Context: an optimization exercise on an open-source flow, tuned for small area. The choices shown serve that exercise and are no tape-out recipe.
The RTL was checked by simulation tests, not by an equivalence proof against the original design.
No activity file was given, so power comes from the tool's default toggle rates.

## P
## modbus_slave
module modbus_slave (
    input  wire        clk,
    input  wire        rst,
    input  wire [31:0] cfg_baud,
    input  wire [7:0]  cfg_slave_id,
    input  wire [15:0] cfg_base,
    input  wire [15:0] cfg_size,
    input  wire [31:0] cfg_timeout,
    input  wire        poll_req,
    output wire        poll_done,
    output wire [7:0]  alarm_code,
    output wire        busy,
    output wire        fault,
    input  wire        rx_avail,
    input  wire [7:0]  rx_data,
    output wire        rx_pop,
    output wire        tx_push,
    output reg  [7:0]  tx_data,
    output wire        tx_flush_req,
    input  wire        tx_flush_done,
    input  wire [31:0] clk_now,
    input  wire        tick_us,
    input  wire        dir_set,
    output wire        de,
    output wire        de_oe,
    output wire [15:0] st_idx,
    output wire        st_rd,
    input  wire [15:0] st_rdata,
    output wire        st_wr,
    output wire [15:0] st_wdata
);
==> flow/config.mk <==
export PLATFORM = sky130hd
export DESIGN_NAME = modbus_slave
export DESIGN_NICKNAME = modbus_slave
export VERILOG_FILES = /design/flow/design.v
export SDC_FILE = /design/flow/constraint.sdc
export NUM_CORES = 4
export LEC_CHECK = 0
export CAP_MARGIN = 20
export CORE_MARGIN = 2
export CORE_UTILIZATION = 58
export CTS_BUF_LIST = sky130_fd_sc_hd__clkbuf_16
export CTS_CLUSTER_DIAMETER = 80
export CTS_CLUSTER_SIZE = 30
export SLEW_MARGIN = 20
==> flow/constraint.sdc <==
create_clock -name core_clock -period 10.0 [get_ports {clk}]
set_input_delay 2.0000 -clock core_clock [delete_from_list [all_inputs] [get_ports {clk}]]
set_output_delay 2.0000 -clock core_clock [all_outputs]
set_load 0.01 [all_outputs]
standard.sh (not shown) runs the stock make flow with config.mk's settings and CLKGATE_MAP_FILE= SYNTH_SCRIPT=/design/flow/synth_recipe.tcl, a recipe that flattens the netlist after the stock synthesis.
==> flow/flow/run.sh <==
#!/bin/bash
# Layout flow: the standard ORFS flow (standard.sh: unchanged synthesis,
# floorplan, placement, routing), except that
#  - every input and output port still gets its own buffer, but a
#    sky130_fd_sc_hd__buf_1 (the resizer upsizes or rebuffers where needed);
#  - clock-tree synthesis runs without dummy load cells.
# Each tool's full output stays in orfs/logs/; make's own output goes to
# flow_make.log in the work folder.
set -euo pipefail
CTS="-sink_clustering_enable -repair_clock_nets -dont_use_dummy_load"
CTS="$CTS -buf_list sky130_fd_sc_hd__clkbuf_8 -sink_clustering_size 20 -sink_clustering_max_diameter 60"
bash standard.sh "CTS_ARGS=$CTS" "BUFFER_PORTS_ARGS=-buffer_cell sky130_fd_sc_hd__buf_1" finish > flow_make.log 2>&1
### P -> Q
diff --git a/flow/design.v b/flow/design.v
--- a/flow/design.v
+++ b/flow/design.v
@@ -41,15 +41,15 @@
     output wire        de_oe,
     output wire [15:0] st_idx,
     output wire        st_rd,
     input  wire [15:0] st_rdata,
     output wire        st_wr,
     output wire [15:0] st_wdata
 );
-    localparam L = 64;                       
+    localparam L = 63;                       
     localparam [4:0]
         S_IDLE  = 5'd0,
         S_PSTART= 5'd1,
         S_RXA   = 5'd2,      
         S_RXB   = 5'd3,      
         S_RXC   = 5'd4,      
         S_WD0   = 5'd20,     
@@ -79,15 +79,15 @@
     reg [15:0] crc;
     wire [16:0] idx = acc[16:0];
     wire [4:0]  rem = cur[4:0];
     reg [2:0]  md;           
     reg        alarm;
     reg        dir_en;
     reg        first;        
-    wire [4:0] wph = ph[4:0];    
+    reg [4:0]  wph;          
     reg        wbr;          
     reg        wgt;          
     wire [7:0] r1 = ring[8*(L-1) +: 8];      
     wire [7:0] r2 = ring[8*(L-2) +: 8];      
     wire [7:0] r3 = ring[8*(L-3) +: 8];
     wire [7:0] r4 = ring[8*(L-4) +: 8];
     wire [7:0] r5 = ring[8*(L-5) +: 8];
@@ -137,14 +137,15 @@
     wire        is03    = (md == 3'b001);
     wire        pop     = (state == S_RXC) && (done || first);
     wire        cap     = (state == S_RXA) && rx_avail && (ph == cur);
     wire        ld15 = pop;
     wire        ld35 = (state == S_FLUSH) && tx_flush_done;
     wire        ld   = ld15 | ld35;
     wire [27:0] ph_inc  = add27({21'd0, ph},  27'd0, 1'b1);
+    wire [27:0] wph_inc = add27({22'd0, wph}, 27'd0, 1'b1);
     wire [27:0] cur_inc = add27({21'd0, cur}, 27'd0, 1'b1);
     wire [27:0] rem_dec = add27({22'd0, rem}, {22'd0, 5'b11111}, 1'b0);
     wire [15:0] crc_next;
     modbus_crc16 u_crc (.crc_in(crc), .data(tx_data), .crc_out(crc_next));
     wire        w_n   = clk_now[wph];
     wire        w_l   = last_act[0];
     wire        w_t   = cfg_timeout[wph];
@@ -165,15 +166,15 @@
     assign de_oe        = dir_en;
     assign de           = dir_en && ((state == S_TXH) || (state == S_RD) || (state == S_HI) ||
                                      (state == S_LO) || (state == S_CRC1) || (state == S_CRC2) ||
                                      (state == S_FLUSH));
     assign st_idx       = idx[15:0];
     assign st_wdata     = {r1, r2};
     assign st_rd        = (state == S_RD) && (rem != 5'd0);
-    wire   pmr_slot     = ph[0] && ((ph[5:3] != 3'd0) || (ph[2:1] == 2'b11)) && (ph != 6'd63);
+    wire   pmr_slot     = ph[0] && ((ph[5:3] != 3'd0) || (ph[2:1] == 2'b11));
     assign st_wr        = !idx_out && (((state == S_W06) && (ph == 6'd4)) ||
                                        ((state == S_PMR) && (rem != 5'd0) && pmr_slot));
     wire        ldsub = (state == S_DISP || state == S_TXH) && ph == 6'd0;
     wire        step  = (state == S_DRY) || ((state == S_PMR) && pmr_slot) || (state == S_LO);
     wire        cnt   = (state == S_RXA) || (state == S_RXB) || (state == S_RXC) || (state == S_HOLD);
     localparam [26:0] K15 = 27'd52108863;    
     localparam [26:0] K35 = 27'd32108863;    
@@ -199,27 +200,30 @@
                 tx_data = {r1[7] | (exc && ph == 6'd1), r1[6:0]};
         end
         default: tx_data = r1;
         endcase
     end
     always @(posedge clk) begin
         ring <= {ring[8*(L-1)-1:0], cap ? rx_data : r1};
-        ph   <= rst ? 6'd0 : ph_inc[5:0];
+        ph   <= (ph == L-1 || rst) ? 6'd0 : ph_inc[5:0];
         acc  <= acc_n;
         acc_c <= acc_w[17];
         wbr  <= w_bo;
         wgt  <= w_go;
-        if (rst || (first && wph == 5'd31))
+        if (rst || (state == S_PSTART && rx_avail)) begin
             last_act <= clk_now;
-        else
+            wph      <= 5'd0;
+        end else begin
             last_act <= {last_act[0], last_act[31:1]};
-        if (rst || pop)
-            first <= 1'b0;
-        else if (state == S_PSTART && rx_avail)
+            wph      <= wph_inc[4:0];
+        end
+        if (state == S_PSTART)
             first <= 1'b1;
+        else if (pop)
+            first <= 1'b0;
         if (ldsub)
             cur <= {1'b0, qty_sat};
         else if (step)
             cur <= {1'b0, rem_dec[4:0]};
         if (state == S_PSTART || (pop && cur == 6'd63) || (state == S_TXW && ph == L-1))
             crc <= 16'hFFFF;
         else if (((state == S_RXB) && (ph == cur)) ||
@@ -250,15 +254,17 @@
                     if (w_go)
                         alarm <= 1'b1;
                     state <= S_DONE;
                 end
             end
             S_RXA: begin
                 if (rx_avail) begin
-                    if (ph == cur)
+                    if (cur == 6'd63)
+                        state <= S_RXC;
+                    else if (ph == cur)
                         state <= S_RXB;
                 end else if (done) begin
                     state <= S_DISP;         
                 end
             end
             S_RXB: begin
                 if (ph == cur)
--- outcome ---
Compared with P, Q shows post-synthesis compound-gate area fraction higher by 0.16 points.
From P to Q the numbers moved as follows: sequential share of layout area lower; flip-flop and latch count lower; maximum number of pins on one net before global-route repair higher.
Routed wire in Q totals less than in P.
[compare] base=P new=Q: combined area of all synthesized cells essentially unchanged, highest ir drop seen on vdd has decreased, number of clock buffers inserted by TritonCTS rose by 1.
Comparing Q and P, the higher footprint of the multi-input gates was measured on Q.
Taking P as the reference, in Q final design instance area without fill comparable, critical path depth down about 11%.

-- static timing again, ports no longer ideal --
How much do the figures lean on ideal ports? The routed layouts below were timed once more, with nothing changed but the port constraints.
Step 1 sets driving cells, clkbuf_16 on the clock port and buf_2 on the other inputs (assumed; they add their load-dependent delay and slew).
Step 2, shift: input delay + t, output delay - t, t = (earliest + latest rising clock arrival at the registers) / 2. This alone moves slack from input paths to output paths.
a / b / c = ideal / step 1 / step 2; a / b = the first two.
run	t (ns)	setup slack, ns	latest minus earliest clock arrival (ns)	cell pins on the clock port's net
P	0.598	1.498 / 1.498 / 1.010	0.124 / 0.124	1
Q	0.591	1.440 / 1.440 / 0.903	0.091 / 0.091	1
After both steps setup and hold are still met in every run listed. The setup slack of Q, which loses most, moves by 0.000 ns with the drivers and by -0.537 ns with both steps.
